This is an optimization exercise on Yosys and OpenROAD, whose aim is small area, a short achievable clock period and few clock cycles per item, not a production implementation. RTL that was checked went through simulation tests only; none was proved equivalent to the original. No activity file was given, so power comes from the tool's default toggle rates.

==> flow/design.v (excerpt) <==
module msf_decoder (
    input  wire        clk,
    input  wire        rst,           
    input  wire        start,         
    input  wire [7:0]  count,         
    input  wire [31:0] start_time,    
    output reg  [7:0]  mem_raddr,
    input  wire [7:0]  mem_rdata,
    output reg         done,
    output reg  [8:0]  dstat,         
    output reg  [5:0]  secs,
    output reg  [7:0]  rd_ptr,
    output reg  [59:0] a_bits,        
    output reg  [59:0] b_bits,        
    output reg  [31:0] rec_ticks,
    output reg  [7:0]  rec_year,
    output reg  [7:0]  rec_month,
    output reg  [7:0]  rec_day,
    output reg  [2:0]  rec_dow,
    output reg  [7:0]  rec_hour,
    output reg  [7:0]  rec_minute,
    output reg         rec_bst,
    output reg  [15:0] rec_dut1
);
export LEC_CHECK = 0
export CAP_MARGIN = 20
export CORE_MARGIN = 2
export CORE_UTILIZATION = 40
export PLACE_DENSITY = 0.6
export SLEW_MARGIN = 20
create_clock -name core_clock -period 30.0 [get_ports {clk}]
standard.sh (not shown) runs the stock make flow with config.mk's settings and CLKGATE_MAP_FILE= SYNTH_SCRIPT=/design/flow/synth_recipe.tcl, a recipe that flattens the netlist after the stock synthesis.
==> flow/flow/run.sh <==
#!/bin/bash
# Standard layout (standard.sh: the standard flow's own ORFS run, synthesis unchanged) with
# some settings changed:
#  - timing repair aims for setup slack SETUP_SLACK_MARGIN below the clock
#    period, so that it shortens the critical paths instead of stopping as
#    soon as the 30 ns period is met;
#  - ports are buffered with the small buf_1 (the resizer upsizes it where
#    timing needs it) instead of the default delay-cell buffer;
#  - the clock tree uses larger sink clusters (fewer buffers).
set -euo pipefail
bash standard.sh finish SETUP_SLACK_MARGIN=22.8 \
    "BUFFER_PORTS_ARGS=-buffer_cell sky130_fd_sc_hd__buf_1" \
    CTS_CLUSTER_SIZE=24 CTS_CLUSTER_DIAMETER=100 > standard.log 2>&1
Testbench counts at the start, summed over its fixed seeds: cycles 48,359, decodes 384.
Rerun with:
==> flow/flow/run.sh (replaced) <==
#!/bin/bash
# Standard layout (standard.sh: the standard flow's own ORFS run, synthesis unchanged) with
# two settings changed:
#  - timing repair aims for setup slack SETUP_SLACK_MARGIN below the clock
#    period, so that it shortens the critical paths instead of stopping as
#    soon as the 30 ns period is met;
#  - ports are buffered with the small buf_1 (the resizer upsizes it where
#    timing needs it) instead of the default delay-cell buffer.
set -euo pipefail
bash standard.sh finish SETUP_SLACK_MARGIN=22.7 \
    "BUFFER_PORTS_ARGS=-buffer_cell sky130_fd_sc_hd__buf_1" CORE_UTILIZATION=55 PLACE_DENSITY=0.7 > standard.log 2>&1
Effect: Worst setup slack gets worse by 0.096 ns. Routed wire length climbs by 4.4%. Via count climbs by 3.9%. Power climbs by 11%. Sequential share of layout area drops by 0.65 points. Design area climbs by 0.78%.

---

== before ==
Another version of the RTL of msf_decoder (not shown whole).
For scale: roughly 3300 cells after synthesis, roughly 0.029 mm² of cells after synthesis.
Settings: LEC_CHECK=0, CAP_MARGIN=20, CORE_MARGIN=2, CORE_UTILIZATION=40, PLACE_DENSITY=0.6, SLEW_MARGIN=20; clock period 30.0 ns.
==> flow/flow/run.sh <==
#!/bin/bash
# Standard layout (standard.sh: the standard flow's own ORFS run, synthesis unchanged) with
# two settings changed:
#  - timing repair aims for setup slack SETUP_SLACK_MARGIN below the clock
#    period, so that it shortens the critical paths instead of stopping as
#    soon as the 30 ns period is met;
#  - ports are buffered with the small buf_1 (the resizer upsizes it where
#    timing needs it) instead of the default delay-cell buffer.
set -euo pipefail
bash standard.sh finish SETUP_SLACK_MARGIN=22.7 \
    "BUFFER_PORTS_ARGS=-buffer_cell sky130_fd_sc_hd__buf_1" > standard.log 2>&1
Testbench counts of before, summed over its fixed seeds: cycles 49,125, decodes 384.
### before -> after
==> flow/flow/run.sh <==
#!/bin/bash
# Standard layout (standard.sh: the standard flow's own ORFS run, synthesis unchanged) with
# some settings changed:
#  - timing repair aims for setup slack SETUP_SLACK_MARGIN below the clock
#    period, so that it shortens the critical paths instead of stopping as
#    soon as the 30 ns period is met;
#  - ports are buffered with the small buf_1 (the resizer upsizes it where
#    timing needs it) instead of the default delay-cell buffer;
#  - the clock tree is built from smaller clock buffers.
set -euo pipefail
bash standard.sh finish SETUP_SLACK_MARGIN=23.0 \
    "BUFFER_PORTS_ARGS=-buffer_cell sky130_fd_sc_hd__buf_1" \
    "CTS_BUF_LIST=sky130_fd_sc_hd__clkbuf_4 sky130_fd_sc_hd__clkbuf_8" > standard.log 2>&1
Findings:
In after, the final routed wirelength across all metal layers came out about 5.5% above the value in before.
before and after ended up with nearly the same proportion of power drawn by combinational gates.
Between before and after, the met2 usage is lower for before.
Of before and after, the higher worst setup slack belongs to after.
Power consumed by combinational cells of after is on par with before.
Compared with before, after supports a higher clock frequency.
Final critical delay including setup and external delays sits lower in after than in before.

---

## trial 9
msf_decoder, a different RTL version from the one above (not shown whole).
Size: roughly 480 flip-flops, about 300 I/O pins, ~31000 um^2 of cells after synthesis.
Settings: LEC_CHECK=0, CAP_MARGIN=20, CORE_MARGIN=2, CORE_UTILIZATION=40, PLACE_DENSITY=0.6, SLEW_MARGIN=20; clock period 30.0 ns.
==> flow/flow/run.sh <==
#!/bin/bash
# Standard layout (standard.sh: the standard flow's own ORFS run, synthesis unchanged) with
# two settings changed:
#  - timing repair aims for setup slack SETUP_SLACK_MARGIN below the clock
#    period, so that it shortens the critical paths instead of stopping as
#    soon as the 30 ns period is met;
#  - ports are buffered with the small buf_1 (the resizer upsizes it where
#    timing needs it) instead of the default delay-cell buffer.
set -euo pipefail
bash standard.sh finish SETUP_SLACK_MARGIN=22.8 \
    "BUFFER_PORTS_ARGS=-buffer_cell sky130_fd_sc_hd__buf_1" > standard.log 2>&1
Relative to trial 9, the following input files were edited for build 13:
==> flow/run.sh (new file) <==
#!/bin/bash
# synth_recipe.tcl (not shown) runs the flow's synth.tcl, then flattens the netlist and writes it again
# the make line also repeats each setting of config.mk as NAME=value (left out here)
make -C /OpenROAD-flow-scripts/flow DESIGN_CONFIG=/design/flow/config.mk WORK_HOME=/design/flow/orfs CLKGATE_MAP_FILE= SYNTH_SCRIPT=/design/flow/synth_recipe.tcl finish
removed: flow/flow/run.sh
removed: flow/standard.sh
--- outcome ---
Build 13 falls short of trial 9 in worst hold slack.
Total power: build 13 above trial 9
Looking at slew at the pin with the worst max-slew slack across build 13 and trial 9, the one that comes out lower is trial 9.
Any difference in post-route clock skew between build 13 and trial 9 is small enough to ignore.
Looking at slowest library cell on the worst path, the sky130_fd_sc_hd__dfxtp_4 result is from trial 9; the sky130_fd_sc_hd__clkdlybuf4s50_1 one comes from build 13.
Of build 13 and trial 9, the run reporting the lower global-route track usage on met1 was build 13.
Compared with trial 9, build 13 shows a multi-input gate share of total cell area that is 1.8 points lower.
Build 13 vs. trial 9: wire length of the first global-routing pass picked up an extra 2800 um; wire length per cell after detailed routing picked up an extra 0.35 um.
On minimum clock period after layout: build 13 sits above trial 9.
From trial 9 to build 13 the numbers moved as follows: fmax shrank by about 10%, post-route fraction of the period consumed by the critical path picked up an extra 2.8 points.
No run of this note included a check of the RTL's function; only the layout flow was run.

[static timing again, ports no longer ideal]
No port has a modelled driver above. Below, the same layouts with a new extraction and two added sets of constraints.
Step 1 assumes that a clkbuf_16 drives the clock port and a buf_2 every other input.
Step 2, shift: input delay + t, output delay - t, t = (earliest + latest rising clock arrival at the registers) / 2. This alone moves slack from input paths to output paths.
Slacks: ideal / step 1 / step 2; pairs: ideal / step 1.
run | shift t [ns] | setup slack, ns | worst setup path at the end
the first run of note 1 | 0.639 | 22.817 / 22.753 / 22.368 | input to register
the second run of note 1 | 0.654 | 22.722 / 22.659 / 22.409 | input to register
before | 0.675 | 22.717 / 22.648 / 22.247 | input to register
after | 0.767 | 22.754 / 22.681 / 22.367 | input to register
trial 9 | 0.680 | 22.815 / 22.749 / 22.304 | input to register
build 13 | 0.674 | 21.965 / 21.897 / 22.070 | input to register
After both steps setup and hold are still met in every run listed. The setup slack of trial 9, which loses most, moves by -0.066 ns with the drivers and by -0.511 ns with both steps.
